This is an optimization exercise on Yosys and OpenROAD, whose aim is small area, a short achievable clock period and few clock cycles per item, not a production implementation.
Function was checked by simulation only, so behaviour that the tests miss may differ from the original.
No activity file was given, so power comes from the tool's default toggle rates.

==> design/flow/design.v <==
module si4464_rf_encoder #(
    parameter [31:0] FREQ_MIN_HZ    = 32'd400000000,
    parameter [31:0] FREQ_MAX_HZ    = 32'd406000000,
    parameter [31:0] BAND_MID_HZ    = 32'd403000000,
    parameter [7:0]  INT_LOW        = 8'd61,
    parameter [7:0]  INT_HIGH       = 8'd62,
    parameter [31:0] REF_DIVISOR_HZ = 32'd6500000,
    parameter [31:0] XTAL_FREQ_HZ   = 32'd26000000
) (
    input  wire        clk,
    input  wire        rst,         
    input  wire        in_valid,
    output wire        in_ready,
    input  wire [63:0] in_word,     
    input  wire [31:0] in_rb,       
    output reg         out_valid,
    input  wire        out_ready,
    output wire [3:0]  out_status,  
    output wire [2:0]  out_len,     
    output wire [39:0] out_data     
);
    wire [7:0]  opc     = in_word[63:56];
    wire        is_freq = (opc == 8'h11);
    wire        is_dr   = (opc == 8'h12) && (in_word[55:16] == 40'd0);
    wire [31:0] freq_hz = in_word[31:0];
    wire        hi_ok   = (freq_hz[31:28] == 4'd1) &&
                          (freq_hz[27] ? (freq_hz[26:22] == 5'd0) : (freq_hz[26:22] == 5'd31));
    wire [1:0]  osr_sel  = in_rb[27:26];
    wire [25:0] nco_mode = in_rb[25:0];
    wire        q_nz = (nco_mode >= 26'd26000000);     
    wire        q2   = (nco_mode >= 26'd52000000);     
    reg  [1:0]  t_in;
    always @(*) begin
        case (osr_sel)
            2'd1:    t_in = q2 ? 2'd3 : 2'd2;
            2'd2:    t_in = q2 ? 2'd2 : 2'd1;
            default: t_in = q2 ? 2'd1 : 2'd0;
        endcase
    end
    wire [23:0] adj_in = opc[1] ? {21'd0, q_nz, t_in} : in_word[55:32];
    reg         s1_valid;
    reg         s1_freq, s1_dr, s1_hi;
    reg  [21:0] s1_x;
    reg         s1_f27;
    reg  [23:0] s1_adj;
    wire [21:0] x   = s1_x;
    wire [21:0] xn  = ~x;
    wire        f27 = s1_f27;
    wire        s1_band = s1_hi && (s1_f27 ? (s1_x <= 22'd3346816) : (s1_x >= 22'd1541120));
    wire        low = !s1_f27 || (s1_x < 22'd346816);
    wire [23:0] adj = s1_adj;
    wire [15:0] bps   = s1_x[15:0];
    wire [1:0]  t     = s1_adj[1:0];
    wire [18:0] bps_t = {3'd0, bps} << t;
    wire [20:0] dr_a  = {bps_t, 2'b00};
    wire [18:0] dr_b  = bps_t;
    wire        sel_d = s1_dr && s1_adj[2];
    wire        sel_f = !s1_dr;
    wire ha0_s, ha0_c;
    si4464_ha u_ha0 (.a(x[19]), .b(x[17]), .s(ha0_s), .co(ha0_c));
    wire ha1_s, ha1_c;
    si4464_ha u_ha1 (.a(x[20]), .b(x[18]), .s(ha1_s), .co(ha1_c));
    wire ha2_s, ha2_c;
    si4464_ha u_ha2 (.a(x[21]), .b(x[19]), .s(ha2_s), .co(ha2_c));
    wire ha3_s, ha3_c;
    si4464_ha u_ha3 (.a(x[20]), .b(x[16]), .s(ha3_s), .co(ha3_c));
    wire ha4_s, ha4_c;
    si4464_ha u_ha4 (.a(x[21]), .b(x[16]), .s(ha4_s), .co(ha4_c));
    wire ha5_s, ha5_c;
    si4464_ha u_ha5 (.a(x[17]), .b(x[11]), .s(ha5_s), .co(ha5_c));
    wire ha6_s, ha6_c;
    si4464_ha u_ha6 (.a(x[19]), .b(x[13]), .s(ha6_s), .co(ha6_c));
    wire fa0_s, fa0_c;
    si4464_fa u_fa0 (.a(x[16]), .b(x[13]), .c(x[10]), .s(fa0_s), .co(fa0_c));
    wire fa1_s, fa1_c;
    si4464_fa u_fa1 (.a(x[17]), .b(x[14]), .c(x[11]), .s(fa1_s), .co(fa1_c));
    wire ha7_s, ha7_c;
    si4464_ha u_ha7 (.a(x[9]), .b(x[5]), .s(ha7_s), .co(ha7_c));
    wire fa2_s, fa2_c;
    si4464_fa u_fa2 (.a(x[18]), .b(x[15]), .c(x[12]), .s(fa2_s), .co(fa2_c));
    wire fa3_s, fa3_c;
    si4464_fa u_fa3 (.a(x[10]), .b(x[6]), .c(x[1]), .s(fa3_s), .co(fa3_c));
    wire ha8_s, ha8_c;
    assign ha8_s = !xn[4];
    assign ha8_c = xn[4];
    wire fa4_s, fa4_c;
    si4464_fa u_fa4 (.a(x[19]), .b(x[16]), .c(x[13]), .s(fa4_s), .co(fa4_c));
    wire fa5_s, fa5_c;
    si4464_fa u_fa5 (.a(x[11]), .b(x[7]), .c(x[2]), .s(fa5_s), .co(fa5_c));
    wire fa6_s, fa6_c;
    si4464_fa u_fa6 (.a(x[20]), .b(x[17]), .c(x[14]), .s(fa6_s), .co(fa6_c));
    wire fa7_s, fa7_c;
    si4464_fa u_fa7 (.a(x[12]), .b(x[8]), .c(x[3]), .s(fa7_s), .co(fa7_c));
    wire fa8_s, fa8_c;
    si4464_fa u_fa8 (.a(x[21]), .b(x[18]), .c(x[15]), .s(fa8_s), .co(fa8_c));
    wire fa9_s, fa9_c;
    si4464_fa u_fa9 (.a(x[13]), .b(x[9]), .c(x[4]), .s(fa9_s), .co(fa9_c));
    wire fa10_s, fa10_c;
    si4464_fa u_fa10 (.a(x[19]), .b(x[16]), .c(x[14]), .s(fa10_s), .co(fa10_c));
    wire fa11_s, fa11_c;
    si4464_fa u_fa11 (.a(x[10]), .b(x[5]), .c(f27), .s(fa11_s), .co(fa11_c));
    wire fa12_s, fa12_c;
    si4464_fa u_fa12 (.a(x[20]), .b(x[17]), .c(x[15]), .s(fa12_s), .co(fa12_c));
    wire fa13_s, fa13_c;
    si4464_fa u_fa13 (.a(x[11]), .b(x[6]), .c(x[0]), .s(fa13_s), .co(fa13_c));
    wire ha9_s, ha9_c;
    assign ha9_s = !xn[9];
    assign ha9_c = xn[9];
    wire fa14_s, fa14_c;
    si4464_fa u_fa14 (.a(x[21]), .b(x[18]), .c(x[16]), .s(fa14_s), .co(fa14_c));
    wire fa15_s, fa15_c;
    si4464_fa u_fa15 (.a(x[12]), .b(x[7]), .c(x[1]), .s(fa15_s), .co(fa15_c));
    wire fa16_s, fa16_c;
    assign fa16_s = !(xn[10] ^ xn[3]);
    assign fa16_c = xn[10] | xn[3];
    wire fa17_s, fa17_c;
    si4464_fa u_fa17 (.a(x[13]), .b(x[8]), .c(x[2]), .s(fa17_s), .co(fa17_c));
    wire fa18_s, fa18_c;
    assign fa18_s = !(x[0] ^ f27);
    assign fa18_c = x[0] | f27;
    wire fa19_s, fa19_c;
    si4464_fa u_fa19 (.a(xn[11]), .b(xn[4]), .c(ha0_s), .s(fa19_s), .co(fa19_c));
    wire fa20_s, fa20_c;
    si4464_fa u_fa20 (.a(x[14]), .b(x[9]), .c(x[3]), .s(fa20_s), .co(fa20_c));
    wire fa21_s, fa21_c;
    assign fa21_s = !(x[1] ^ xn[12]);
    assign fa21_c = x[1] | xn[12];
    wire fa22_s, fa22_c;
    si4464_fa u_fa22 (.a(xn[5]), .b(ha1_s), .c(ha0_c), .s(fa22_s), .co(fa22_c));
    wire fa23_s, fa23_c;
    si4464_fa u_fa23 (.a(x[15]), .b(x[10]), .c(x[4]), .s(fa23_s), .co(fa23_c));
    wire fa24_s, fa24_c;
    si4464_fa u_fa24 (.a(x[2]), .b(x[0]), .c(xn[13]), .s(fa24_s), .co(fa24_c));
    wire fa25_s, fa25_c;
    si4464_fa u_fa25 (.a(xn[6]), .b(ha2_s), .c(ha1_c), .s(fa25_s), .co(fa25_c));
    wire fa26_s, fa26_c;
    si4464_fa u_fa26 (.a(x[11]), .b(x[5]), .c(x[3]), .s(fa26_s), .co(fa26_c));
    wire fa27_s, fa27_c;
    si4464_fa u_fa27 (.a(x[1]), .b(f27), .c(xn[14]), .s(fa27_s), .co(fa27_c));
    wire fa28_s, fa28_c;
    si4464_fa u_fa28 (.a(xn[7]), .b(ha3_s), .c(ha2_c), .s(fa28_s), .co(fa28_c));
    wire fa29_s, fa29_c;
    si4464_fa u_fa29 (.a(x[21]), .b(x[17]), .c(x[12]), .s(fa29_s), .co(fa29_c));
    wire fa30_s, fa30_c;
    si4464_fa u_fa30 (.a(x[6]), .b(x[4]), .c(x[2]), .s(fa30_s), .co(fa30_c));
    wire fa31_s, fa31_c;
    si4464_fa u_fa31 (.a(xn[15]), .b(xn[8]), .c(ha3_c), .s(fa31_s), .co(fa31_c));
    wire fa32_s, fa32_c;
    si4464_fa u_fa32 (.a(x[18]), .b(x[13]), .c(x[7]), .s(fa32_s), .co(fa32_c));
    wire fa33_s, fa33_c;
    si4464_fa u_fa33 (.a(x[5]), .b(x[3]), .c(x[0]), .s(fa33_s), .co(fa33_c));
    wire fa34_s, fa34_c;
    si4464_fa u_fa34 (.a(f27), .b(xn[16]), .c(xn[9]), .s(fa34_s), .co(fa34_c));
    wire fa35_s, fa35_c;
    si4464_fa u_fa35 (.a(x[19]), .b(x[14]), .c(x[8]), .s(fa35_s), .co(fa35_c));
    wire fa36_s, fa36_c;
    si4464_fa u_fa36 (.a(x[6]), .b(x[4]), .c(x[1]), .s(fa36_s), .co(fa36_c));
    wire fa37_s, fa37_c;
    assign fa37_s = !(xn[17] ^ xn[10]);
    assign fa37_c = xn[17] | xn[10];
    wire fa38_s, fa38_c;
    si4464_fa u_fa38 (.a(x[20]), .b(x[15]), .c(x[9]), .s(fa38_s), .co(fa38_c));
    wire fa39_s, fa39_c;
    si4464_fa u_fa39 (.a(x[7]), .b(x[5]), .c(x[2]), .s(fa39_s), .co(fa39_c));
    wire fa40_s, fa40_c;
    si4464_fa u_fa40 (.a(x[0]), .b(xn[18]), .c(xn[11]), .s(fa40_s), .co(fa40_c));
    wire fa41_s, fa41_c;
    si4464_fa u_fa41 (.a(x[10]), .b(x[8]), .c(x[6]), .s(fa41_s), .co(fa41_c));
    wire fa42_s, fa42_c;
    assign fa42_s = !(x[3] ^ x[1]);
    assign fa42_c = x[3] | x[1];
    wire fa43_s, fa43_c;
    si4464_fa u_fa43 (.a(xn[19]), .b(xn[12]), .c(ha4_s), .s(fa43_s), .co(fa43_c));
    wire fa44_s, fa44_c;
    si4464_fa u_fa44 (.a(x[9]), .b(x[7]), .c(x[4]), .s(fa44_s), .co(fa44_c));
    wire fa45_s, fa45_c;
    si4464_fa u_fa45 (.a(x[2]), .b(f27), .c(xn[20]), .s(fa45_s), .co(fa45_c));
    wire fa46_s, fa46_c;
    si4464_fa u_fa46 (.a(xn[13]), .b(ha5_s), .c(ha4_c), .s(fa46_s), .co(fa46_c));
    wire fa47_s, fa47_c;
    si4464_fa u_fa47 (.a(x[18]), .b(x[12]), .c(x[10]), .s(fa47_s), .co(fa47_c));
    wire fa48_s, fa48_c;
    si4464_fa u_fa48 (.a(x[8]), .b(x[5]), .c(x[3]), .s(fa48_s), .co(fa48_c));
    wire fa49_s, fa49_c;
    si4464_fa u_fa49 (.a(xn[21]), .b(xn[14]), .c(ha5_c), .s(fa49_s), .co(fa49_c));
    wire fa50_s, fa50_c;
    si4464_fa u_fa50 (.a(x[11]), .b(x[9]), .c(x[6]), .s(fa50_s), .co(fa50_c));
    wire fa51_s, fa51_c;
    si4464_fa u_fa51 (.a(x[4]), .b(!f27), .c(adj[0]), .s(fa51_s), .co(fa51_c));
    wire fa52_s, fa52_c;
    assign fa52_s = !(xn[15] ^ ha6_s);
    assign fa52_c = xn[15] | ha6_s;
    wire fa53_s, fa53_c;
    si4464_fa u_fa53 (.a(x[20]), .b(x[14]), .c(x[12]), .s(fa53_s), .co(fa53_c));
    wire fa54_s, fa54_c;
    si4464_fa u_fa54 (.a(x[10]), .b(x[7]), .c(x[5]), .s(fa54_s), .co(fa54_c));
    wire fa55_s, fa55_c;
    si4464_fa u_fa55 (.a(adj[1]), .b(xn[16]), .c(ha6_c), .s(fa55_s), .co(fa55_c));
    wire fa56_s, fa56_c;
    si4464_fa u_fa56 (.a(x[21]), .b(x[15]), .c(x[13]), .s(fa56_s), .co(fa56_c));
    wire fa57_s, fa57_c;
    si4464_fa u_fa57 (.a(x[11]), .b(x[8]), .c(x[6]), .s(fa57_s), .co(fa57_c));
    wire ha10_s, ha10_c;
    si4464_ha u_ha10 (.a(adj[2]), .b(xn[17]), .s(ha10_s), .co(ha10_c));
    wire fa58_s, fa58_c;
    si4464_fa u_fa58 (.a(x[16]), .b(x[14]), .c(x[12]), .s(fa58_s), .co(fa58_c));
    wire fa59_s, fa59_c;
    si4464_fa u_fa59 (.a(x[9]), .b(x[7]), .c(f27), .s(fa59_s), .co(fa59_c));
    wire ha11_s, ha11_c;
    si4464_ha u_ha11 (.a(adj[3]), .b(xn[18]), .s(ha11_s), .co(ha11_c));
    wire fa60_s, fa60_c;
    si4464_fa u_fa60 (.a(x[17]), .b(x[15]), .c(x[13]), .s(fa60_s), .co(fa60_c));
    wire fa61_s, fa61_c;
    si4464_fa u_fa61 (.a(x[10]), .b(x[8]), .c(adj[4]), .s(fa61_s), .co(fa61_c));
    wire ha12_s, ha12_c;
    assign ha12_s = !xn[19];
    assign ha12_c = xn[19];
    wire fa62_s, fa62_c;
    si4464_fa u_fa62 (.a(x[18]), .b(x[16]), .c(x[14]), .s(fa62_s), .co(fa62_c));
    wire fa63_s, fa63_c;
    si4464_fa u_fa63 (.a(x[11]), .b(x[9]), .c(adj[5]), .s(fa63_s), .co(fa63_c));
    wire ha13_s, ha13_c;
    assign ha13_s = !xn[20];
    assign ha13_c = xn[20];
    wire fa64_s, fa64_c;
    si4464_fa u_fa64 (.a(x[19]), .b(x[17]), .c(x[15]), .s(fa64_s), .co(fa64_c));
    wire fa65_s, fa65_c;
    si4464_fa u_fa65 (.a(x[12]), .b(x[10]), .c(adj[6]), .s(fa65_s), .co(fa65_c));
    wire fa66_s, fa66_c;
    si4464_fa u_fa66 (.a(x[20]), .b(x[18]), .c(x[16]), .s(fa66_s), .co(fa66_c));
    wire ha14_s, ha14_c;
    si4464_ha u_ha14 (.a(x[13]), .b(x[11]), .s(ha14_s), .co(ha14_c));
    wire fa67_s, fa67_c;
    si4464_fa u_fa67 (.a(x[21]), .b(x[19]), .c(x[17]), .s(fa67_s), .co(fa67_c));
    wire ha15_s, ha15_c;
    si4464_ha u_ha15 (.a(x[20]), .b(x[18]), .s(ha15_s), .co(ha15_c));
    wire fa68_s, fa68_c;
    si4464_fa u_fa68 (.a(x[8]), .b(x[4]), .c(!f27), .s(fa68_s), .co(fa68_c));
    wire fa69_s, fa69_c;
    assign fa69_s = !(x[0] ^ xn[3]);
    assign fa69_c = x[0] | xn[3];
    wire ha16_s, ha16_c;
    si4464_ha u_ha16 (.a(ha7_s), .b(fa0_c), .s(ha16_s), .co(ha16_c));
    wire fa70_s, fa70_c;
    si4464_fa u_fa70 (.a(ha8_s), .b(ha7_c), .c(fa1_c), .s(fa70_s), .co(fa70_c));
    wire fa71_s, fa71_c;
    si4464_fa u_fa71 (.a(fa2_s), .b(fa3_s), .c(!low), .s(fa71_s), .co(fa71_c));
    wire fa72_s, fa72_c;
    si4464_fa u_fa72 (.a(xn[5]), .b(ha8_c), .c(fa2_c), .s(fa72_s), .co(fa72_c));
    wire fa73_s, fa73_c;
    si4464_fa u_fa73 (.a(fa3_c), .b(fa4_s), .c(fa5_s), .s(fa73_s), .co(fa73_c));
    wire fa74_s, fa74_c;
    assign fa74_s = !(xn[6] ^ fa4_c);
    assign fa74_c = xn[6] | fa4_c;
    wire fa75_s, fa75_c;
    si4464_fa u_fa75 (.a(fa5_c), .b(fa6_s), .c(fa7_s), .s(fa75_s), .co(fa75_c));
    wire fa76_s, fa76_c;
    si4464_fa u_fa76 (.a(xn[7]), .b(xn[0]), .c(fa6_c), .s(fa76_s), .co(fa76_c));
    wire fa77_s, fa77_c;
    si4464_fa u_fa77 (.a(fa7_c), .b(fa8_s), .c(fa9_s), .s(fa77_s), .co(fa77_c));
    wire fa78_s, fa78_c;
    si4464_fa u_fa78 (.a(xn[8]), .b(xn[1]), .c(fa8_c), .s(fa78_s), .co(fa78_c));
    wire fa79_s, fa79_c;
    si4464_fa u_fa79 (.a(fa9_c), .b(fa10_s), .c(fa11_s), .s(fa79_s), .co(fa79_c));
    wire fa80_s, fa80_c;
    si4464_fa u_fa80 (.a(xn[2]), .b(ha9_s), .c(fa10_c), .s(fa80_s), .co(fa80_c));
    wire fa81_s, fa81_c;
    si4464_fa u_fa81 (.a(fa11_c), .b(fa12_s), .c(fa13_s), .s(fa81_s), .co(fa81_c));
    wire fa82_s, fa82_c;
    si4464_fa u_fa82 (.a(ha9_c), .b(fa16_s), .c(fa12_c), .s(fa82_s), .co(fa82_c));
    wire fa83_s, fa83_c;
    si4464_fa u_fa83 (.a(fa13_c), .b(fa14_s), .c(fa15_s), .s(fa83_s), .co(fa83_c));
    wire fa84_s, fa84_c;
    si4464_fa u_fa84 (.a(fa18_s), .b(fa16_c), .c(fa14_c), .s(fa84_s), .co(fa84_c));
    wire fa85_s, fa85_c;
    si4464_fa u_fa85 (.a(fa15_c), .b(fa17_s), .c(fa19_s), .s(fa85_s), .co(fa85_c));
    wire fa86_s, fa86_c;
    si4464_fa u_fa86 (.a(fa18_c), .b(fa21_s), .c(fa17_c), .s(fa86_s), .co(fa86_c));
    wire fa87_s, fa87_c;
    si4464_fa u_fa87 (.a(fa20_s), .b(fa19_c), .c(fa22_s), .s(fa87_s), .co(fa87_c));
    wire fa88_s, fa88_c;
    si4464_fa u_fa88 (.a(fa21_c), .b(fa20_c), .c(fa23_s), .s(fa88_s), .co(fa88_c));
    wire fa89_s, fa89_c;
    si4464_fa u_fa89 (.a(fa24_s), .b(fa22_c), .c(fa25_s), .s(fa89_s), .co(fa89_c));
    wire fa90_s, fa90_c;
    si4464_fa u_fa90 (.a(fa23_c), .b(fa26_s), .c(fa24_c), .s(fa90_s), .co(fa90_c));
    wire fa91_s, fa91_c;
    si4464_fa u_fa91 (.a(fa27_s), .b(fa25_c), .c(fa28_s), .s(fa91_s), .co(fa91_c));
    wire fa92_s, fa92_c;
    si4464_fa u_fa92 (.a(fa26_c), .b(fa29_s), .c(fa30_s), .s(fa92_s), .co(fa92_c));
    wire fa93_s, fa93_c;
    si4464_fa u_fa93 (.a(fa27_c), .b(fa28_c), .c(fa31_s), .s(fa93_s), .co(fa93_c));
    wire fa94_s, fa94_c;
    si4464_fa u_fa94 (.a(fa29_c), .b(fa30_c), .c(fa32_s), .s(fa94_s), .co(fa94_c));
    wire fa95_s, fa95_c;
    si4464_fa u_fa95 (.a(fa33_s), .b(fa34_s), .c(fa31_c), .s(fa95_s), .co(fa95_c));
    wire fa96_s, fa96_c;
    si4464_fa u_fa96 (.a(fa37_s), .b(fa32_c), .c(fa33_c), .s(fa96_s), .co(fa96_c));
    wire fa97_s, fa97_c;
    si4464_fa u_fa97 (.a(fa35_s), .b(fa36_s), .c(fa34_c), .s(fa97_s), .co(fa97_c));
    wire fa98_s, fa98_c;
    si4464_fa u_fa98 (.a(fa37_c), .b(fa35_c), .c(fa36_c), .s(fa98_s), .co(fa98_c));
    wire fa99_s, fa99_c;
    si4464_fa u_fa99 (.a(fa38_s), .b(fa39_s), .c(fa40_s), .s(fa99_s), .co(fa99_c));
    wire fa100_s, fa100_c;
    si4464_fa u_fa100 (.a(fa42_s), .b(fa38_c), .c(fa39_c), .s(fa100_s), .co(fa100_c));
    wire fa101_s, fa101_c;
    si4464_fa u_fa101 (.a(fa41_s), .b(fa40_c), .c(fa43_s), .s(fa101_s), .co(fa101_c));
    wire fa102_s, fa102_c;
    si4464_fa u_fa102 (.a(fa42_c), .b(fa41_c), .c(fa44_s), .s(fa102_s), .co(fa102_c));
    wire fa103_s, fa103_c;
    si4464_fa u_fa103 (.a(fa45_s), .b(fa43_c), .c(fa46_s), .s(fa103_s), .co(fa103_c));
    wire fa104_s, fa104_c;
    si4464_fa u_fa104 (.a(fa44_c), .b(fa47_s), .c(fa48_s), .s(fa104_s), .co(fa104_c));
    wire fa105_s, fa105_c;
    si4464_fa u_fa105 (.a(fa45_c), .b(fa46_c), .c(fa49_s), .s(fa105_s), .co(fa105_c));
    wire fa106_s, fa106_c;
    si4464_fa u_fa106 (.a(fa47_c), .b(fa48_c), .c(fa50_s), .s(fa106_s), .co(fa106_c));
    wire fa107_s, fa107_c;
    si4464_fa u_fa107 (.a(fa51_s), .b(fa52_s), .c(fa49_c), .s(fa107_s), .co(fa107_c));
    wire fa108_s, fa108_c;
    si4464_fa u_fa108 (.a(fa50_c), .b(fa51_c), .c(fa53_s), .s(fa108_s), .co(fa108_c));
    wire fa109_s, fa109_c;
    si4464_fa u_fa109 (.a(fa54_s), .b(fa52_c), .c(fa55_s), .s(fa109_s), .co(fa109_c));
    wire fa110_s, fa110_c;
    si4464_fa u_fa110 (.a(ha10_s), .b(fa53_c), .c(fa54_c), .s(fa110_s), .co(fa110_c));
    wire fa111_s, fa111_c;
    si4464_fa u_fa111 (.a(fa56_s), .b(fa57_s), .c(fa55_c), .s(fa111_s), .co(fa111_c));
    wire fa112_s, fa112_c;
    si4464_fa u_fa112 (.a(ha11_s), .b(ha10_c), .c(fa56_c), .s(fa112_s), .co(fa112_c));
    wire fa113_s, fa113_c;
    si4464_fa u_fa113 (.a(fa57_c), .b(fa58_s), .c(fa59_s), .s(fa113_s), .co(fa113_c));
    wire fa114_s, fa114_c;
    si4464_fa u_fa114 (.a(ha12_s), .b(ha11_c), .c(fa58_c), .s(fa114_s), .co(fa114_c));
    wire fa115_s, fa115_c;
    si4464_fa u_fa115 (.a(fa59_c), .b(fa60_s), .c(fa61_s), .s(fa115_s), .co(fa115_c));
    wire fa116_s, fa116_c;
    si4464_fa u_fa116 (.a(ha12_c), .b(ha13_s), .c(fa60_c), .s(fa116_s), .co(fa116_c));
    wire fa117_s, fa117_c;
    si4464_fa u_fa117 (.a(fa61_c), .b(fa62_s), .c(fa63_s), .s(fa117_s), .co(fa117_c));
    wire fa118_s, fa118_c;
    si4464_fa u_fa118 (.a(xn[21]), .b(ha13_c), .c(fa62_c), .s(fa118_s), .co(fa118_c));
    wire fa119_s, fa119_c;
    si4464_fa u_fa119 (.a(fa63_c), .b(fa64_s), .c(fa65_s), .s(fa119_s), .co(fa119_c));
    wire fa120_s, fa120_c;
    si4464_fa u_fa120 (.a(!f27), .b(adj[7]), .c(ha14_s), .s(fa120_s), .co(fa120_c));
    wire fa121_s, fa121_c;
    si4464_fa u_fa121 (.a(fa64_c), .b(fa65_c), .c(fa66_s), .s(fa121_s), .co(fa121_c));
    wire fa122_s, fa122_c;
    si4464_fa u_fa122 (.a(x[14]), .b(x[12]), .c(adj[8]), .s(fa122_s), .co(fa122_c));
    wire fa123_s, fa123_c;
    si4464_fa u_fa123 (.a(ha14_c), .b(fa66_c), .c(fa67_s), .s(fa123_s), .co(fa123_c));
    wire fa124_s, fa124_c;
    si4464_fa u_fa124 (.a(x[15]), .b(x[13]), .c(f27), .s(fa124_s), .co(fa124_c));
    wire fa125_s, fa125_c;
    si4464_fa u_fa125 (.a(adj[9]), .b(ha15_s), .c(fa67_c), .s(fa125_s), .co(fa125_c));
    wire fa126_s, fa126_c;
    si4464_fa u_fa126 (.a(x[21]), .b(x[19]), .c(x[16]), .s(fa126_s), .co(fa126_c));
    wire fa127_s, fa127_c;
    si4464_fa u_fa127 (.a(x[14]), .b(adj[10]), .c(ha15_c), .s(fa127_s), .co(fa127_c));
    wire fa128_s, fa128_c;
    si4464_fa u_fa128 (.a(x[20]), .b(x[17]), .c(x[15]), .s(fa128_s), .co(fa128_c));
    wire fa129_s, fa129_c;
    assign fa129_s = !(f27 ^ adj[11]);
    assign fa129_c = f27 | adj[11];
    wire fa130_s, fa130_c;
    si4464_fa u_fa130 (.a(x[21]), .b(x[18]), .c(x[16]), .s(fa130_s), .co(fa130_c));
    wire fa131_s, fa131_c;
    si4464_fa u_fa131 (.a(x[19]), .b(x[17]), .c(f27), .s(fa131_s), .co(fa131_c));
    wire ha17_s, ha17_c;
    si4464_ha u_ha17 (.a(x[20]), .b(x[18]), .s(ha17_s), .co(ha17_c));
    wire ha18_s, ha18_c;
    assign ha18_s = !xn[2];
    assign ha18_c = xn[2];
    wire fa132_s, fa132_c;
    si4464_fa u_fa132 (.a(fa69_s), .b(fa68_c), .c(fa1_s), .s(fa132_s), .co(fa132_c));
    wire fa133_s, fa133_c;
    si4464_fa u_fa133 (.a(fa69_c), .b(ha16_c), .c(fa70_s), .s(fa133_s), .co(fa133_c));
    wire fa134_s, fa134_c;
    si4464_fa u_fa134 (.a(fa70_c), .b(fa72_s), .c(fa73_s), .s(fa134_s), .co(fa134_c));
    wire fa135_s, fa135_c;
    si4464_fa u_fa135 (.a(fa74_s), .b(fa72_c), .c(fa73_c), .s(fa135_s), .co(fa135_c));
    wire fa136_s, fa136_c;
    si4464_fa u_fa136 (.a(fa74_c), .b(fa76_s), .c(fa75_c), .s(fa136_s), .co(fa136_c));
    wire fa137_s, fa137_c;
    si4464_fa u_fa137 (.a(fa76_c), .b(fa78_s), .c(fa77_c), .s(fa137_s), .co(fa137_c));
    wire fa138_s, fa138_c;
    si4464_fa u_fa138 (.a(fa78_c), .b(fa80_s), .c(fa79_c), .s(fa138_s), .co(fa138_c));
    wire fa139_s, fa139_c;
    si4464_fa u_fa139 (.a(fa80_c), .b(fa82_s), .c(fa81_c), .s(fa139_s), .co(fa139_c));
    wire fa140_s, fa140_c;
    si4464_fa u_fa140 (.a(fa82_c), .b(fa84_s), .c(fa83_c), .s(fa140_s), .co(fa140_c));
    wire fa141_s, fa141_c;
    si4464_fa u_fa141 (.a(fa84_c), .b(fa86_s), .c(fa85_c), .s(fa141_s), .co(fa141_c));
    wire fa142_s, fa142_c;
    si4464_fa u_fa142 (.a(fa86_c), .b(fa88_s), .c(fa87_c), .s(fa142_s), .co(fa142_c));
    wire fa143_s, fa143_c;
    si4464_fa u_fa143 (.a(fa88_c), .b(fa90_s), .c(fa89_c), .s(fa143_s), .co(fa143_c));
    wire fa144_s, fa144_c;
    si4464_fa u_fa144 (.a(fa92_s), .b(fa90_c), .c(fa91_c), .s(fa144_s), .co(fa144_c));
    wire fa145_s, fa145_c;
    si4464_fa u_fa145 (.a(fa92_c), .b(fa94_s), .c(fa95_s), .s(fa145_s), .co(fa145_c));
    wire fa146_s, fa146_c;
    si4464_fa u_fa146 (.a(fa96_s), .b(fa94_c), .c(fa97_s), .s(fa146_s), .co(fa146_c));
    wire fa147_s, fa147_c;
    si4464_fa u_fa147 (.a(fa96_c), .b(fa98_s), .c(fa97_c), .s(fa147_s), .co(fa147_c));
    wire fa148_s, fa148_c;
    si4464_fa u_fa148 (.a(fa98_c), .b(fa100_s), .c(fa99_c), .s(fa148_s), .co(fa148_c));
    wire fa149_s, fa149_c;
    si4464_fa u_fa149 (.a(fa100_c), .b(fa102_s), .c(fa101_c), .s(fa149_s), .co(fa149_c));
    wire fa150_s, fa150_c;
    si4464_fa u_fa150 (.a(fa102_c), .b(fa104_s), .c(fa103_c), .s(fa150_s), .co(fa150_c));
    wire fa151_s, fa151_c;
    si4464_fa u_fa151 (.a(fa104_c), .b(fa106_s), .c(fa107_s), .s(fa151_s), .co(fa151_c));
    wire fa152_s, fa152_c;
    si4464_fa u_fa152 (.a(fa106_c), .b(fa108_s), .c(fa107_c), .s(fa152_s), .co(fa152_c));
    wire fa153_s, fa153_c;
    si4464_fa u_fa153 (.a(fa110_s), .b(fa108_c), .c(fa111_s), .s(fa153_s), .co(fa153_c));
    wire fa154_s, fa154_c;
    si4464_fa u_fa154 (.a(fa110_c), .b(fa112_s), .c(fa113_s), .s(fa154_s), .co(fa154_c));
    wire fa155_s, fa155_c;
    si4464_fa u_fa155 (.a(fa112_c), .b(fa114_s), .c(fa113_c), .s(fa155_s), .co(fa155_c));
    wire fa156_s, fa156_c;
    si4464_fa u_fa156 (.a(fa114_c), .b(fa116_s), .c(fa115_c), .s(fa156_s), .co(fa156_c));
    wire fa157_s, fa157_c;
    si4464_fa u_fa157 (.a(fa116_c), .b(fa118_s), .c(fa117_c), .s(fa157_s), .co(fa157_c));
    wire fa158_s, fa158_c;
    si4464_fa u_fa158 (.a(fa120_s), .b(fa118_c), .c(fa119_c), .s(fa158_s), .co(fa158_c));
    wire fa159_s, fa159_c;
    si4464_fa u_fa159 (.a(fa122_s), .b(fa120_c), .c(fa121_c), .s(fa159_s), .co(fa159_c));
    wire fa160_s, fa160_c;
    si4464_fa u_fa160 (.a(fa122_c), .b(fa124_s), .c(fa125_s), .s(fa160_s), .co(fa160_c));
    wire fa161_s, fa161_c;
    si4464_fa u_fa161 (.a(fa124_c), .b(fa126_s), .c(fa127_s), .s(fa161_s), .co(fa161_c));
    wire fa162_s, fa162_c;
    si4464_fa u_fa162 (.a(fa129_s), .b(fa126_c), .c(fa128_s), .s(fa162_s), .co(fa162_c));
    wire fa163_s, fa163_c;
    si4464_fa u_fa163 (.a(adj[12]), .b(fa129_c), .c(fa128_c), .s(fa163_s), .co(fa163_c));
    wire fa164_s, fa164_c;
    assign fa164_s = !(adj[13] ^ fa130_c);
    assign fa164_c = adj[13] | fa130_c;
    wire fa165_s, fa165_c;
    assign fa165_s = !(adj[14] ^ ha17_s);
    assign fa165_c = adj[14] | ha17_s;
    wire fa166_s, fa166_c;
    si4464_fa u_fa166 (.a(x[21]), .b(x[19]), .c(adj[15]), .s(fa166_s), .co(fa166_c));
    wire ha19_s, ha19_c;
    si4464_ha u_ha19 (.a(x[20]), .b(f27), .s(ha19_s), .co(ha19_c));
    wire ha20_s, ha20_c;
    si4464_ha u_ha20 (.a(x[21]), .b(adj[17]), .s(ha20_s), .co(ha20_c));
    wire ha21_s, ha21_c;
    si4464_ha u_ha21 (.a(ha18_s), .b(fa68_s), .s(ha21_s), .co(ha21_c));
    wire fa167_s, fa167_c;
    si4464_fa u_fa167 (.a(ha18_c), .b(ha16_s), .c(fa132_s), .s(fa167_s), .co(fa167_c));
    wire fa168_s, fa168_c;
    si4464_fa u_fa168 (.a(fa132_c), .b(fa71_s), .c(fa133_s), .s(fa168_s), .co(fa168_c));
    wire fa169_s, fa169_c;
    si4464_fa u_fa169 (.a(fa71_c), .b(fa133_c), .c(fa134_s), .s(fa169_s), .co(fa169_c));
    wire fa170_s, fa170_c;
    si4464_fa u_fa170 (.a(fa75_s), .b(fa135_s), .c(fa134_c), .s(fa170_s), .co(fa170_c));
    wire fa171_s, fa171_c;
    si4464_fa u_fa171 (.a(fa77_s), .b(fa135_c), .c(fa136_s), .s(fa171_s), .co(fa171_c));
    wire fa172_s, fa172_c;
    si4464_fa u_fa172 (.a(fa79_s), .b(fa136_c), .c(fa137_s), .s(fa172_s), .co(fa172_c));
    wire fa173_s, fa173_c;
    si4464_fa u_fa173 (.a(fa81_s), .b(fa137_c), .c(fa138_s), .s(fa173_s), .co(fa173_c));
    wire fa174_s, fa174_c;
    si4464_fa u_fa174 (.a(fa83_s), .b(fa138_c), .c(fa139_s), .s(fa174_s), .co(fa174_c));
    wire fa175_s, fa175_c;
    si4464_fa u_fa175 (.a(fa85_s), .b(fa139_c), .c(fa140_s), .s(fa175_s), .co(fa175_c));
    wire fa176_s, fa176_c;
    si4464_fa u_fa176 (.a(fa87_s), .b(fa140_c), .c(fa141_s), .s(fa176_s), .co(fa176_c));
    wire fa177_s, fa177_c;
    si4464_fa u_fa177 (.a(fa89_s), .b(fa141_c), .c(fa142_s), .s(fa177_s), .co(fa177_c));
    wire fa178_s, fa178_c;
    si4464_fa u_fa178 (.a(fa91_s), .b(fa142_c), .c(fa143_s), .s(fa178_s), .co(fa178_c));
    wire fa179_s, fa179_c;
    si4464_fa u_fa179 (.a(fa93_s), .b(fa143_c), .c(fa144_s), .s(fa179_s), .co(fa179_c));
    wire fa180_s, fa180_c;
    si4464_fa u_fa180 (.a(fa93_c), .b(fa144_c), .c(fa145_s), .s(fa180_s), .co(fa180_c));
    wire fa181_s, fa181_c;
    si4464_fa u_fa181 (.a(fa95_c), .b(fa146_s), .c(fa145_c), .s(fa181_s), .co(fa181_c));
    wire fa182_s, fa182_c;
    si4464_fa u_fa182 (.a(fa99_s), .b(fa147_s), .c(fa146_c), .s(fa182_s), .co(fa182_c));
    wire fa183_s, fa183_c;
    si4464_fa u_fa183 (.a(fa101_s), .b(fa147_c), .c(fa148_s), .s(fa183_s), .co(fa183_c));
    wire fa184_s, fa184_c;
    si4464_fa u_fa184 (.a(fa103_s), .b(fa148_c), .c(fa149_s), .s(fa184_s), .co(fa184_c));
    wire fa185_s, fa185_c;
    si4464_fa u_fa185 (.a(fa105_s), .b(fa149_c), .c(fa150_s), .s(fa185_s), .co(fa185_c));
    wire fa186_s, fa186_c;
    si4464_fa u_fa186 (.a(fa105_c), .b(fa150_c), .c(fa151_s), .s(fa186_s), .co(fa186_c));
    wire fa187_s, fa187_c;
    si4464_fa u_fa187 (.a(fa109_s), .b(fa152_s), .c(fa151_c), .s(fa187_s), .co(fa187_c));
    wire fa188_s, fa188_c;
    si4464_fa u_fa188 (.a(fa109_c), .b(fa152_c), .c(fa153_s), .s(fa188_s), .co(fa188_c));
    wire fa189_s, fa189_c;
    si4464_fa u_fa189 (.a(fa111_c), .b(fa154_s), .c(fa153_c), .s(fa189_s), .co(fa189_c));
    wire fa190_s, fa190_c;
    si4464_fa u_fa190 (.a(fa115_s), .b(fa155_s), .c(fa154_c), .s(fa190_s), .co(fa190_c));
    wire fa191_s, fa191_c;
    si4464_fa u_fa191 (.a(fa117_s), .b(fa155_c), .c(fa156_s), .s(fa191_s), .co(fa191_c));
    wire fa192_s, fa192_c;
    si4464_fa u_fa192 (.a(fa119_s), .b(fa156_c), .c(fa157_s), .s(fa192_s), .co(fa192_c));
    wire fa193_s, fa193_c;
    si4464_fa u_fa193 (.a(fa121_s), .b(fa157_c), .c(fa158_s), .s(fa193_s), .co(fa193_c));
    wire fa194_s, fa194_c;
    si4464_fa u_fa194 (.a(fa123_s), .b(fa158_c), .c(fa159_s), .s(fa194_s), .co(fa194_c));
    wire fa195_s, fa195_c;
    si4464_fa u_fa195 (.a(fa123_c), .b(fa159_c), .c(fa160_s), .s(fa195_s), .co(fa195_c));
    wire fa196_s, fa196_c;
    si4464_fa u_fa196 (.a(fa125_c), .b(fa161_s), .c(fa160_c), .s(fa196_s), .co(fa196_c));
    wire fa197_s, fa197_c;
    si4464_fa u_fa197 (.a(fa127_c), .b(fa162_s), .c(fa161_c), .s(fa197_s), .co(fa197_c));
    wire fa198_s, fa198_c;
    si4464_fa u_fa198 (.a(fa130_s), .b(fa163_s), .c(fa162_c), .s(fa198_s), .co(fa198_c));
    wire fa199_s, fa199_c;
    si4464_fa u_fa199 (.a(fa131_s), .b(fa164_s), .c(fa163_c), .s(fa199_s), .co(fa199_c));
    wire fa200_s, fa200_c;
    si4464_fa u_fa200 (.a(fa131_c), .b(fa165_s), .c(fa164_c), .s(fa200_s), .co(fa200_c));
    wire fa201_s, fa201_c;
    si4464_fa u_fa201 (.a(ha17_c), .b(fa166_s), .c(fa165_c), .s(fa201_s), .co(fa201_c));
    wire fa202_s, fa202_c;
    si4464_fa u_fa202 (.a(adj[16]), .b(ha19_s), .c(fa166_c), .s(fa202_s), .co(fa202_c));
    wire fa203_s, fa203_c;
    assign fa203_s = !(ha20_s ^ ha19_c);
    assign fa203_c = ha20_s | ha19_c;
    wire fa204_s, fa204_c;
    si4464_fa u_fa204 (.a(f27), .b(adj[18]), .c(ha20_c), .s(fa204_s), .co(fa204_c));
    wire fa205_s, fa205_c;
    assign fa205_s = !(adj[19] ^ low);
    assign fa205_c = adj[19] | low;
    wire ha22_s, ha22_c;
    assign ha22_s = !adj[20];
    assign ha22_c = adj[20];
    wire ha23_s, ha23_c;
    assign ha23_s = !adj[21];
    assign ha23_c = adj[21];
    wire ha24_s, ha24_c;
    assign ha24_s = !adj[22];
    assign ha24_c = adj[22];
    wire g0 = ha21_s & fa0_s;
    wire p0 = ha21_s | fa0_s;
    wire g1 = fa167_s & ha21_c;
    wire p1 = fa167_s | ha21_c;
    wire g2 = fa168_s & fa167_c;
    wire p2 = fa168_s | fa167_c;
    wire g3 = fa169_s & fa168_c;
    wire p3 = fa169_s | fa168_c;
    wire g4 = fa170_s & fa169_c;
    wire p4 = fa170_s | fa169_c;
    wire g5 = fa171_s & fa170_c;
    wire p5 = fa171_s | fa170_c;
    wire g6 = fa172_s & fa171_c;
    wire p6 = fa172_s | fa171_c;
    wire g7 = fa173_s & fa172_c;
    wire p7 = fa173_s | fa172_c;
    wire g8 = fa174_s & fa173_c;
    wire p8 = fa174_s | fa173_c;
    wire g9 = fa175_s & fa174_c;
    wire p9 = fa175_s | fa174_c;
    wire g10 = fa176_s & fa175_c;
    wire p10 = fa176_s | fa175_c;
    wire g11 = fa177_s & fa176_c;
    wire p11 = fa177_s | fa176_c;
    wire g12 = fa178_s & fa177_c;
    wire p12 = fa178_s | fa177_c;
    wire g13 = fa179_s & fa178_c;
    wire p13 = fa179_s | fa178_c;
    wire g14 = fa180_s & fa179_c;
    wire p14 = fa180_s | fa179_c;
    wire g15 = fa181_s & fa180_c;
    wire p15 = fa181_s | fa180_c;
    wire g16 = fa182_s & fa181_c;
    wire p16 = fa182_s | fa181_c;
    wire g17 = fa183_s & fa182_c;
    wire p17 = fa183_s | fa182_c;
    wire g18 = fa184_s & fa183_c;
    wire p18 = fa184_s | fa183_c;
    wire g19 = fa185_s & fa184_c;
    wire p19 = fa185_s | fa184_c;
    wire a20 = (sel_f & fa186_s) | (sel_d & dr_a[0]);
    wire b20 = (sel_f & fa185_c) | (sel_d & dr_b[0]);
    wire a21 = (sel_f & fa187_s) | (sel_d & dr_a[1]);
    wire b21 = (sel_f & fa186_c) | (sel_d & dr_b[1]);
    wire a22 = (sel_f & fa188_s) | (sel_d & dr_a[2]);
    wire b22 = (sel_f & fa187_c) | (sel_d & dr_b[2]);
    wire a23 = (sel_f & fa189_s) | (sel_d & dr_a[3]);
    wire b23 = (sel_f & fa188_c) | (sel_d & dr_b[3]);
    wire a24 = (sel_f & fa190_s) | (sel_d & dr_a[4]);
    wire b24 = (sel_f & fa189_c) | (sel_d & dr_b[4]);
    wire a25 = (sel_f & fa191_s) | (sel_d & dr_a[5]);
    wire b25 = (sel_f & fa190_c) | (sel_d & dr_b[5]);
    wire a26 = (sel_f & fa192_s) | (sel_d & dr_a[6]);
    wire b26 = (sel_f & fa191_c) | (sel_d & dr_b[6]);
    wire a27 = (sel_f & fa193_s) | (sel_d & dr_a[7]);
    wire b27 = (sel_f & fa192_c) | (sel_d & dr_b[7]);
    wire a28 = (sel_f & fa194_s) | (sel_d & dr_a[8]);
    wire b28 = (sel_f & fa193_c) | (sel_d & dr_b[8]);
    wire a29 = (sel_f & fa195_s) | (sel_d & dr_a[9]);
    wire b29 = (sel_f & fa194_c) | (sel_d & dr_b[9]);
    wire a30 = (sel_f & fa196_s) | (sel_d & dr_a[10]);
    wire b30 = (sel_f & fa195_c) | (sel_d & dr_b[10]);
    wire a31 = (sel_f & fa197_s) | (sel_d & dr_a[11]);
    wire b31 = (sel_f & fa196_c) | (sel_d & dr_b[11]);
    wire a32 = (sel_f & fa198_s) | (sel_d & dr_a[12]);
    wire b32 = (sel_f & fa197_c) | (sel_d & dr_b[12]);
    wire a33 = (sel_f & fa199_s) | (sel_d & dr_a[13]);
    wire b33 = (sel_f & fa198_c) | (sel_d & dr_b[13]);
    wire a34 = (sel_f & fa200_s) | (sel_d & dr_a[14]);
    wire b34 = (sel_f & fa199_c) | (sel_d & dr_b[14]);
    wire a35 = (sel_f & fa201_s) | (sel_d & dr_a[15]);
    wire b35 = (sel_f & fa200_c) | (sel_d & dr_b[15]);
    wire a36 = (sel_f & fa202_s) | (sel_d & dr_a[16]);
    wire b36 = (sel_f & fa201_c) | (sel_d & dr_b[16]);
    wire a37 = (sel_f & fa203_s) | (sel_d & dr_a[17]);
    wire b37 = (sel_f & fa202_c) | (sel_d & dr_b[17]);
    wire a38 = (sel_f & fa204_s) | (sel_d & dr_a[18]);
    wire b38 = (sel_f & fa203_c) | (sel_d & dr_b[18]);
    wire a39 = (sel_f & fa205_s) | (sel_d & dr_a[19]);
    wire b39 = (sel_f & fa204_c) | (sel_d & 1'b0);
    wire a40 = (sel_f & ha22_s) | (sel_d & dr_a[20]);
    wire b40 = (sel_f & fa205_c) | (sel_d & 1'b0);
    wire a41 = (sel_f & ha23_s) | (sel_d & 1'b0);
    wire b41 = (sel_f & ha22_c) | (sel_d & 1'b0);
    wire a42 = ha24_s;
    wire b42 = ha23_c;
    wire a43 = !adj[23];
    wire b43 = ha24_c;
    wire a44 = 1'b1;
    wire b44 = 1'b0;
    wire m0_g = g1 | (p1 & g0);
    wire m1_g = g2 | (p2 & m0_g);
    wire m2_g = g4 | (p4 & g3);
    wire m2_p = p4 & p3;
    wire m3_g = m2_g | (m2_p & m1_g);
    wire m4_g = g6 | (p6 & g5);
    wire m4_p = p6 & p5;
    wire m5_g = g7 | (p7 & m4_g);
    wire m5_p = p7 & m4_p;
    wire m6_g = g9 | (p9 & g8);
    wire m6_p = p9 & p8;
    wire m7_g = m6_g | (m6_p & m5_g);
    wire m7_p = m6_p & m5_p;
    wire m8_g = m7_g | (m7_p & m3_g);
    wire m9_g = g11 | (p11 & g10);
    wire m9_p = p11 & p10;
    wire m10_g = g12 | (p12 & m9_g);
    wire m10_p = p12 & m9_p;
    wire m11_g = g14 | (p14 & g13);
    wire m11_p = p14 & p13;
    wire m12_g = m11_g | (m11_p & m10_g);
    wire m12_p = m11_p & m10_p;
    wire m13_g = g16 | (p16 & g15);
    wire m13_p = p16 & p15;
    wire m14_g = g17 | (p17 & m13_g);
    wire m14_p = p17 & m13_p;
    wire m15_g = g19 | (p19 & g18);
    wire m15_p = p19 & p18;
    wire m16_g = m15_g | (m15_p & m14_g);
    wire m16_p = m15_p & m14_p;
    wire m17_g = m16_g | (m16_p & m12_g);
    wire m17_p = m16_p & m12_p;
    wire m18_g = m17_g | (m17_p & m8_g);
    wire c20 = sel_f & m18_g;
    wire s20, c21;
    si4464_fa u_r20 (.a(a20), .b(b20), .c(c20), .s(s20), .co(c21));
    wire s21, c22;
    si4464_fa u_r21 (.a(a21), .b(b21), .c(c21), .s(s21), .co(c22));
    wire s22, c23;
    si4464_fa u_r22 (.a(a22), .b(b22), .c(c22), .s(s22), .co(c23));
    wire s23, c24;
    si4464_fa u_r23 (.a(a23), .b(b23), .c(c23), .s(s23), .co(c24));
    wire s24, c25;
    si4464_fa u_r24 (.a(a24), .b(b24), .c(c24), .s(s24), .co(c25));
    wire s25, c26;
    si4464_fa u_r25 (.a(a25), .b(b25), .c(c25), .s(s25), .co(c26));
    wire s26, c27;
    si4464_fa u_r26 (.a(a26), .b(b26), .c(c26), .s(s26), .co(c27));
    wire s27, c28;
    si4464_fa u_r27 (.a(a27), .b(b27), .c(c27), .s(s27), .co(c28));
    wire s28, c29;
    si4464_fa u_r28 (.a(a28), .b(b28), .c(c28), .s(s28), .co(c29));
    wire s29, c30;
    si4464_fa u_r29 (.a(a29), .b(b29), .c(c29), .s(s29), .co(c30));
    wire s30, c31;
    si4464_fa u_r30 (.a(a30), .b(b30), .c(c30), .s(s30), .co(c31));
    wire s31, c32;
    si4464_fa u_r31 (.a(a31), .b(b31), .c(c31), .s(s31), .co(c32));
    wire s32, c33;
    si4464_fa u_r32 (.a(a32), .b(b32), .c(c32), .s(s32), .co(c33));
    wire s33, c34;
    si4464_fa u_r33 (.a(a33), .b(b33), .c(c33), .s(s33), .co(c34));
    wire s34, c35;
    si4464_fa u_r34 (.a(a34), .b(b34), .c(c34), .s(s34), .co(c35));
    wire s35, c36;
    si4464_fa u_r35 (.a(a35), .b(b35), .c(c35), .s(s35), .co(c36));
    wire s36, c37;
    si4464_fa u_r36 (.a(a36), .b(b36), .c(c36), .s(s36), .co(c37));
    wire s37, c38;
    si4464_fa u_r37 (.a(a37), .b(b37), .c(c37), .s(s37), .co(c38));
    wire s38, c39;
    si4464_fa u_r38 (.a(a38), .b(b38), .c(c38), .s(s38), .co(c39));
    wire s39, c40;
    si4464_fa u_r39 (.a(a39), .b(b39), .c(c39), .s(s39), .co(c40));
    wire s40, c41;
    si4464_fa u_r40 (.a(a40), .b(b40), .c(c40), .s(s40), .co(c41));
    wire s41, c42;
    si4464_fa u_r41 (.a(a41), .b(b41), .c(c41), .s(s41), .co(c42));
    wire s42, c43;
    si4464_fa u_r42 (.a(a42), .b(b42), .c(c42), .s(s42), .co(c43));
    wire s43, c44;
    si4464_fa u_r43 (.a(a43), .b(b43), .c(c43), .s(s43), .co(c44));
    wire s44 = a44 ^ b44 ^ c44;
    wire [24:0] sum = {s44, s43, s42, s41, s40, s39, s38, s37, s36, s35, s34, s33, s32, s31, s30, s29, s28, s27, s26, s25, s24, s23, s22, s21, s20};
    wire        f_ok = s1_freq && s1_band && !sum[24];
    wire [1:0]  res_kind = f_ok ? 2'd0 : s1_dr ? 2'd1 : s1_freq ? 2'd2 : 2'd3;
    wire [26:0] res = {res_kind, !low, sum[23:0]};
    reg [26:0] h, k;
    reg        h_fok, h_nfok, h_dok, h_ndok, h_ok, h_fbad, h_ill;
    reg        k_valid, in_rdy;
    assign in_ready = in_rdy;
    wire take   = out_valid && out_ready;
    wire accept = in_valid && in_rdy;
    wire full   = out_valid && k_valid;
    wire move   = s1_valid && !full;        
    wire s1_en  = !(s1_valid && full);      
    wire h_en   = !out_valid || take;
    wire s1_valid_nx = s1_en ? accept : 1'b1;
    wire out_valid_nx = h_en ? (k_valid || move) : 1'b1;
    wire k_valid_nx = k_valid ? !take : (move && out_valid && !take);
    always @(posedge clk) begin
        if (rst) begin
            s1_valid  <= 1'b0;
            out_valid <= 1'b0;
            k_valid   <= 1'b0;
            in_rdy    <= 1'b1;
        end else begin
            s1_valid  <= s1_valid_nx;
            out_valid <= out_valid_nx;
            k_valid   <= k_valid_nx;
            in_rdy    <= !(s1_valid_nx && out_valid_nx && k_valid_nx);
        end
    end
    always @(posedge clk) begin
        if (s1_en) begin
            s1_freq <= is_freq;
            s1_dr   <= is_dr;
            s1_hi   <= hi_ok;
            s1_x    <= freq_hz[21:0];
            s1_f27  <= freq_hz[27];
            s1_adj  <= adj_in;
        end
    end
    wire [26:0] h_src  = k_valid ? k : res;
    wire [1:0]  h_kind = h_src[26:25];
    always @(posedge clk) begin
        if (!k_valid) k <= res;
        if (h_en) begin
            h      <= h_src;
            h_fok  <= (h_kind == 2'd0);
            h_nfok <= (h_kind != 2'd0);
            h_dok  <= (h_kind == 2'd1);
            h_ndok <= (h_kind != 2'd1);
            h_ok   <= !h_kind[1];
            h_fbad <= (h_kind == 2'd2);
            h_ill  <= (h_kind == 2'd3);
        end
    end
    wire        r_nhi  = h[24];
    wire [23:0] v      = h[23:0];
    assign out_status = {h_ill, h_ill, h_fbad, !h_ok};
    assign out_len    = {h_fok, h_dok, h_ok};
    assign out_data[39:32] = {1'b0, h_dok && v[21], h_fok || (h_dok && v[20]),
                              h_fok || (h_dok && v[19]), h_fok || (h_dok && v[18]),
                              h_fok || (h_dok && v[17]), h_dok && v[16],
                              (h_fok && r_nhi) || (h_dok && v[15])};
    assign out_data[31:24] = h_dok ? v[14:7] : 8'd0;
    assign out_data[23:16] = (h_fok ? v[23:16] : 8'd0) | (!h_ndok ? {v[6:0], 1'b0} : 8'd0);
    assign out_data[15:0]  = !h_nfok ? v[15:0] : 16'd0;
endmodule
module si4464_fa (input wire a, input wire b, input wire c,
                  output wire s, output wire co);
    assign s  = a ^ b ^ c;
    assign co = (a & b) | (a & c) | (b & c);
endmodule
module si4464_ha (input wire a, input wire b, output wire s, output wire co);
    assign s  = a ^ b;
    assign co = a & b;
endmodule
==> design/flow/flow/run.sh <==
#!/bin/bash
# The standard layout: the standard.sh runs every ORFS step from
# synthesis to finish (its output is in standard.log, each tool's own log in
# orfs/logs/). Two settings differ from the defaults:
#  - the buffer ORFS puts on every input and output port is buf_1, the
#    smallest buffer, instead of clkdlybuf4s50_1;
#  - clock tree synthesis uses clkbuf_8 below a clkbuf_16 root and inserts
#    no dummy loads.
set -euo pipefail
export BUFFER_PORTS_ARGS="-buffer_cell sky130_fd_sc_hd__buf_1"
export CTS_ARGS="-sink_clustering_enable -repair_clock_nets -dont_use_dummy_load -buf_list sky130_fd_sc_hd__clkbuf_4 -sink_buffer_max_cap_derate 0.5 -root_buf sky130_fd_sc_hd__clkbuf_16"
bash standard.sh > standard.log 2>&1
==> design/flow/standard.sh <==
#!/bin/bash
# synth_recipe.tcl (not shown) runs the flow's synth.tcl, then flattens the netlist and writes it again
# the make line also repeats each setting of config.mk as NAME=value (left out here)
make -C /OpenROAD-flow-scripts/flow DESIGN_CONFIG=/design/flow/config.mk WORK_HOME=/design/flow/orfs CLKGATE_MAP_FILE= SYNTH_SCRIPT=/design/flow/synth_recipe.tcl "${@:-finish}"
==> design/flow/config.mk <==
export PLATFORM = sky130hd
export DESIGN_NAME = si4464_rf_encoder
export DESIGN_NICKNAME = si4464_rf_encoder
export VERILOG_FILES = /design/flow/design.v
export SDC_FILE = /design/flow/constraint.sdc
export NUM_CORES = 4
export LEC_CHECK = 0
export CAP_MARGIN = 20
export CORE_MARGIN = 2
export CORE_UTILIZATION = 40
export PLACE_DENSITY = 0.6
export SLEW_MARGIN = 20
export SYNTH_HIERARCHICAL = 1
==> design/flow/constraint.sdc <==
create_clock -name core_clock -period 70.0 [get_ports {clk}]
set_input_delay 14.0000 -clock core_clock [delete_from_list [all_inputs] [get_ports {clk}]]
set_output_delay 14.0000 -clock core_clock [all_outputs]
set_load 0.01 [all_outputs]
==> results.yml, run 1 <==
critical_path:
  path_class: "reg -> out"
  crit_arrival_ps: 1400
  path_max_fanout: 14
  crit_required_ps: 56000
  path_cells: "a22o_1 > buf_1"
  start_kind: "flip-flop"
  slowest_stage: "edfxtp_1"
  slowest_delay_ps: 650
  end_kind: "output pin"
yosys:
  synth_common_cells: "fa_1, inv_1, edfxtp_1"
  synth_seq_cells: 113
  syn-num-nets: 1168
  synth.most_common_cell: "fa_1"
  ys.flop_type: "edfxtp_1"
  synthDistinctLibCells: 56
  synth_top_area_cell: "fa_1"
  syn_avg_cell_area_um2: 12.79
  synth_top_area_share_pct: 41.49
  ys_warn_count: 7
  synth_cells: 819
  ys_seq_area_share_pct: 29.44
  synth_edf_count: 82
  syn-cell-area_um2: 10470
  async_reset_ff_share_pct: 0
  ys_top_cells_by_area: "fa_1, edfxtp_1, dfxtp_1"
finish:
  drive_above_1_share_pct: 7.380
  area_growth_pct: 10.35
  fin_nets: 1313
  num_antenna_cells: 0
  final_cells: 1297
outcome:
  status: "timing/DRC/antenna clean"
global_route:
  grt_pass1_vias: 7131
  grt.total_usage_pct: 18.98
  gr-total-overflow: 0
  antenna_found_initial: 0
  grt_first_pass_wirelength_um: 39860
  grt_max_degree: 55
routing:
  vias: 6735
  drc: 0
  ant_nets: 0
  via_per_inst: 5.193
  wirelength_um: 24860
  drt-initial-drc-count: 382
  wl_per_cell_um: 19.17
  first_pass_iters: 5
hold_path:
  hold_class: "reg -> reg"
timing:
  post-route-min-period_ps: 15400
  fin_ws_ps: 54600
  drv_slew: 0
  setup_violations: 0
  rsz0062_at_grt: "false"
  min_period_over_period_pct: 21.99
  tightest_slew_ps: 971.8
  final_hold_viol_count: 0
  finalSetupTns_ps: 0
  hold_slack_ps: 468.3
  timing.slew.headroom_pct: 35.22
  skew_ps: 56.54
  fmax_ghz: 0.06495
cts:
  post_cts_buffers: 0
  clock-sinks: 113
  cts_tree: "done"
  h-tree-depth: 4
  clkLatencyLatePin_ps: 370
  clk_path_buf_depth: 2
  cts_hold_buf: 0
  cts_resized: 0
  numCtsBuffers: 17
  clockRootBuffer: "clkbuf_16"
  clkSlewWorstSetupHoldPaths_ps: 110
die:
  row_count: 59
  dieHeight_um: 165.8
  start_util_pct: 40.41
  ios: 149
  core_um2: 25910
  die_w_um: 165.8
  die_area_um2: 27490
placement:
  post-place-cells: 1280
  hpwl_um: 19080
  place_congestion: 0.8578
  io_buffers: 136
  preCtsSetupSlack_ps: 54320
power_and_ir_drop:
  powerDensity_nw_per_um2: 32.87
  finalPower_uw: 379.8
  cellLeakagePower_uw: 0.004496
  ir_drop_mv: 0.01798
flow_run:
  cap_violations: 0
report_power, final:
group	leakage [uW]	switching, uW	internal, uW
Combinational	0.00326	125	112
Sequential	0.00115	7.66	101
Clock	0.0000859	21.3	13.2
Total	0.00450	154	226
modules after synthesis, one instance, submodules excluded:
module	flip-flops and latches	copies in the design
si4464_fa	0	217
si4464_ha	0	17
si4464_rf_encoder	113	1
worst max-delay path: cells and delay by family (launching register included):
kind	cells	cell delay, ps
compound gates	1	240
flops	1	650
buf+inv	1	160
final cells by class:
cell class	instances	area, um2
Inverter	106	397.9
Tap cell	335	419.2
Clock buffer	17	145.1
Sequential cell	113	3083
Multi-Input combinational cell	571	6857
Timing Repair Buffer	155	653.1
Fill cell	2377	14360
metal layers:
layer	routed length, um	track usage, %	up-vias	share of wire (%)
met4	350	5.331	0	1.4
met1	11170	27.06	3389	45
met5	0	0	-	0
met2	11660	29.98	274	47
met3	1678	3.599	23	6.8
li1	-	-	3049	-
per-stage QoR:
stage | utilization (%) | cell area [um2]
4_1_cts | 44.59 | 11550
3_5_place_dp | 44.03 | 11410
2_1_floorplan | - | 10470
6_report | 44.59 | 11550
3_3_place_gp | 44.03 | 11410
5_1_grt | 44.59 | 11550
worst paths after layout:
path | startpoint | end | slack (ps) | cells after the start
worst min-delay path | k[24] | k[24] | 470 | 2
worst max register to register | s1_f27 | h_ndok | 54860 | 39
worst min register to register | k[24] | k[24] | 470 | 2
worst max-delay path | h_fok | out_data[32] | 54600 | 2
cell families after synthesis:
| kind of cell | after synthesis | share of synthesized area, % |
|---|---|---|
| mux | 37 | 3.824 |
| fa+ha+maj | 250 | 45.41 |
| buf+inv | 135 | 5.126 |
| other cells | 1 | 0.03581 |
| simple gates | 140 | 7.289 |
| flops | 113 | 29.44 |
| compound gates | 143 | 8.878 |
flip-flops by register name, summed over array words and instances, names as in the netlist:
register and flops:
s1_valid 1, s1_x 22, s1_f27 1, h_dok 1, k_valid 1, h_ill 1, s1_hi 1, h_fbad 1
h 25, out_valid 1, in_rdy 1, k 27, s1_dr 1, h_ok 1, s1_adj 24, s1_freq 1
h_nfok 1, h_fok 1, h_ndok 1
cell usage in the layout, fill, tap and decap left out, types with 7 or more instances in the layout:
cell / count
dfxtp_1: 31
nand2_1: 21
ha_1: 32
nor3_1: 7
clkbuf_4: 16
inv_1: 106
buf_1: 136
o22a_1: 14
nor4_1: 11
mux2_2: 24
nor2_1: 24
and2_1: 12
edfxtp_1: 82
nor2b_1: 36
buf_4: 19
o21ai_0: 55
a31oi_1: 7
a21oi_1: 16
mux2i_1: 13
o22ai_1: 8
fa_1: 217
Testbench counts, summed over its fixed seeds: cycles 16,016, items 16,000.
==> run 2, diff against run 1 <==
--- a/design/flow/flow/run.sh
+++ b/design/flow/flow/run.sh
@@ -9,4 +9,4 @@
 set -euo pipefail
 export BUFFER_PORTS_ARGS="-buffer_cell sky130_fd_sc_hd__buf_1"
-export CTS_ARGS="-sink_clustering_enable -repair_clock_nets -dont_use_dummy_load -buf_list sky130_fd_sc_hd__clkbuf_4 -sink_buffer_max_cap_derate 0.5 -root_buf sky130_fd_sc_hd__clkbuf_16"
+export CTS_ARGS="-sink_clustering_enable -repair_clock_nets -dont_use_dummy_load -buf_list sky130_fd_sc_hd__clkbuf_8 -root_buf sky130_fd_sc_hd__clkbuf_8"
 bash standard.sh > standard.log 2>&1
==> results.yml, run 2 <==
outcome:
  status: "timing/DRC/antenna clean"
die:
  start_util_pct: 40.41
  ios: 149
  core_um2: 25910
  die_w_um: 165.8
  row_count: 59
  dieHeight_um: 165.8
  die_area_um2: 27490
power_and_ir_drop:
  swShare_pct: 39.93
  power_frac_comb_pct: 60.7
  internal_power_uw: 234.0
  clkPwrFrac_pct: 11.4
  finalPower_uw: 389.6
  p_sw_uw: 155.6
  pwr-share-seq_pct: 27.9
  powerDensity_nw_per_um2: 33.46
  ir_drop_mv: 0.02131
  cellLeakagePower_uw: 0.004533
finish:
  final_util_pct: 44.94
  top_regs: "k (27), h (25), s1_adj (24)"
  largest_reg_flops: 27
  final_cells: 1297
  top_register: "k"
  drive_above_1_share_pct: 7.380
  num_antenna_cells: 0
  area_growth_pct: 11.20
  fin_nets: 1313
  layout_commonest_cell: "fa_1"
  mostFrequentLayoutCells: "fa_1, buf_1, inv_1"
yosys:
  synth_cells: 819
  synthDistinctLibCells: 56
  synth_edf_count: 82
  syn-cell-area_um2: 10470
  async_reset_ff_share_pct: 0
  synth.most_common_cell: "fa_1"
  ys_top_cells_by_area: "fa_1, edfxtp_1, dfxtp_1"
  ys_warn_count: 7
  synth_common_cells: "fa_1, inv_1, edfxtp_1"
  ys.flop_type: "edfxtp_1"
  synth_seq_cells: 113
  synth_top_area_share_pct: 41.49
  ys_seq_area_share_pct: 29.44
  syn-num-nets: 1168
  synth_top_area_cell: "fa_1"
  syn_avg_cell_area_um2: 12.79
global_route:
  grt_max_degree: 55
  grt_first_pass_wirelength_um: 39920
  grt_pass1_vias: 7140
  antenna_found_initial: 0
  grt.total_usage_pct: 19.03
  gr-total-overflow: 0
placement:
  io_buffers: 136
  place_congestion: 0.8578
  hpwl_um: 19080
  post-place-cells: 1280
critical_path:
  slowest_stage: "edfxtp_1"
  crit_family: "flip-flops"
  r2r-end: "h_ndok"
  worstReg2RegStart: "s1_f27"
  end_kind: "output pin"
  path_class: "reg -> out"
  crit_arrival_ps: 1460
  crit_cells: 2
  path_cells: "a22o_1 > buf_1"
  regToRegSetupSlack_ps: 54880
  critPathBufInv: 1
  crit_path_end: "out_data[32]"
  worst_r2r_path_depth: 39
  start_kind: "flip-flop"
  slowest_delay_ps: 630
  path_max_fanout: 14
  startpoint: "h_fok"
  crit_required_ps: 56000
timing:
  timing.slew.headroom_pct: 34.29
  final_hold_viol_count: 0
  drv_slew: 0
  fmax_ghz: 0.06468
  setup_violations: 0
  finalSetupTns_ps: 0
  hold_slack_ps: 463.1
  tightest_slew_ps: 985.6
  skew_ps: 36.10
  rsz0062_at_grt: "false"
  post-route-min-period_ps: 15460
  min_period_over_period_pct: 22.09
routing:
  wirelength_um: 24970
  via_per_inst: 5.186
  ant_nets: 0
  first_pass_iters: 5
  drc: 0
  wl_per_cell_um: 19.25
  vias: 6726
  drt-initial-drc-count: 460
cts:
  cts_resized: 0
  h-tree-depth: 4
  cts_tree: "done"
  clk_path_buf_depth: 2
  clock-sinks: 113
  clkLatencyLatePin_ps: 440
  clkSlewWorstSetupHoldPaths_ps: 70
  cts_hold_buf: 0
  clockRootBuffer: "clkbuf_8"
  numCtsBuffers: 17
  post_cts_buffers: 0
hold_path:
  hold_class: "reg -> reg"
flow_run:
  cap_violations: 0
## run 2: cell counts after synthesis
No cell type changed its count.
## run 2: per-module statistics from Yosys (local to each module, per instance)
module / times used / cells / area (um2) / flip-flops and latches
si4464_fa: 217 / 1 / 20.02 / 0
si4464_ha: 17 / 1 / 12.51 / 0
si4464_rf_encoder: 1 / 585 / 5914 / 113
## run 2: through the flow
step | setup slack (ps) | area [um2]
floorplan | 54680 | 10470
global placement | 54400 | 11410
global route | 54300 | 11640
CTS | 54470 | 11640
detailed placement | 54320 | 11410
finish | 54540 | 11640
## run 2: final cells by class
class	count	area, um2
Clock buffer	17	234.0
Fill cell	2364	14270
Inverter	106	397.9
Multi-Input combinational cell	571	6857
Sequential cell	113	3083
Tap cell	335	419.2
Timing Repair Buffer	155	653.1
## run 2: worst register-to-register path: cells and delay by family (launching register included)
family                   cells  cell delay [ps]
adder cells (fa/ha/maj)     28            11410
flip-flops                   1              870
AO/OA/AOI/OAI                7             1830
AND/OR/NAND/NOR              2              180
buffers and inverters        2              560
## run 2: worst min-delay path by stage
stage	startpoint	end	slack, ps	cells after the start
final	k[24]	k[24]	460	2
after global routing	k[15]	k[15]	490	1
after CTS	k[24]	k[24]	460	2
after detailed placement	k[24]	k[24]	440	2
after global placement	k[24]	k[24]	450	2
after floorplan	k[24]	k[24]	420	2
## run 2: power groups by stage
stage	clock network (uW)	logic (uW)	registers, uW
after floorplan	0	167	109
after global placement	0	231	110
after detailed placement	0	236	110
after CTS	46.8	237	109
after global routing	49.2	272	110
final	44.5	237	109
## run 2: metal layers
layer  wire (um)  global-route usage (%)  vias up  share of wire [%]
li1            -                       -     3052                  -
met1       11170                   27.14     3371                 45
met2       11670                   29.93      276                 47
met3        1770                   3.599       27                7.1
met4         359                   5.558        0                1.4
met5           0                       0        -                  0
## run 2: cell families after synthesis
kind of cell | count (synthesis) | synth area share, %
compound gates | 143 | 8.878
flops | 113 | 29.44
buf+inv | 135 | 5.126
mux | 37 | 3.824
fa+ha+maj | 250 | 45.41
simple gates | 140 | 7.289
other cells | 1 | 0.03581

==> afterwards: timing with drivers on the ports <==
The results above use ideal ports. As a check the final layouts listed here were re-extracted and re-timed, cells and wires unchanged. Step 1 (the two cells are an assumption about what drives the block):
set clk [get_ports {clk}]
set_driving_cell -lib_cell sky130_fd_sc_hd__clkbuf_16 $clk
set_driving_cell -lib_cell sky130_fd_sc_hd__buf_2 [delete_from_list [all_inputs] $clk]
Step 2 also shifts input and output timing later by t, the mid clock arrival at the registers, as if the neighbouring blocks saw the same clock. Three values: ideal ports, drivers, drivers and shift; two values: the first two.
| run | t, ns | slack for setup (ns) | latest minus earliest clock arrival (ns) | worst slew at a driven data input, ns | pins driven straight from the clock port |
|---|---|---|---|---|---|
| run 1 | 0.395 | 54.604 / 54.555 / 54.330 | 0.057 / 0.056 | 0.04 | 1 |
| run 2 | 0.466 | 54.540 / 54.499 / 54.331 | 0.036 / 0.036 | 0.04 | 1 |
After both steps setup and hold are still met in every run listed. For run 1, which loses most, drivers alone change the setup slack by -0.049 ns; drivers and shift together by -0.274 ns.
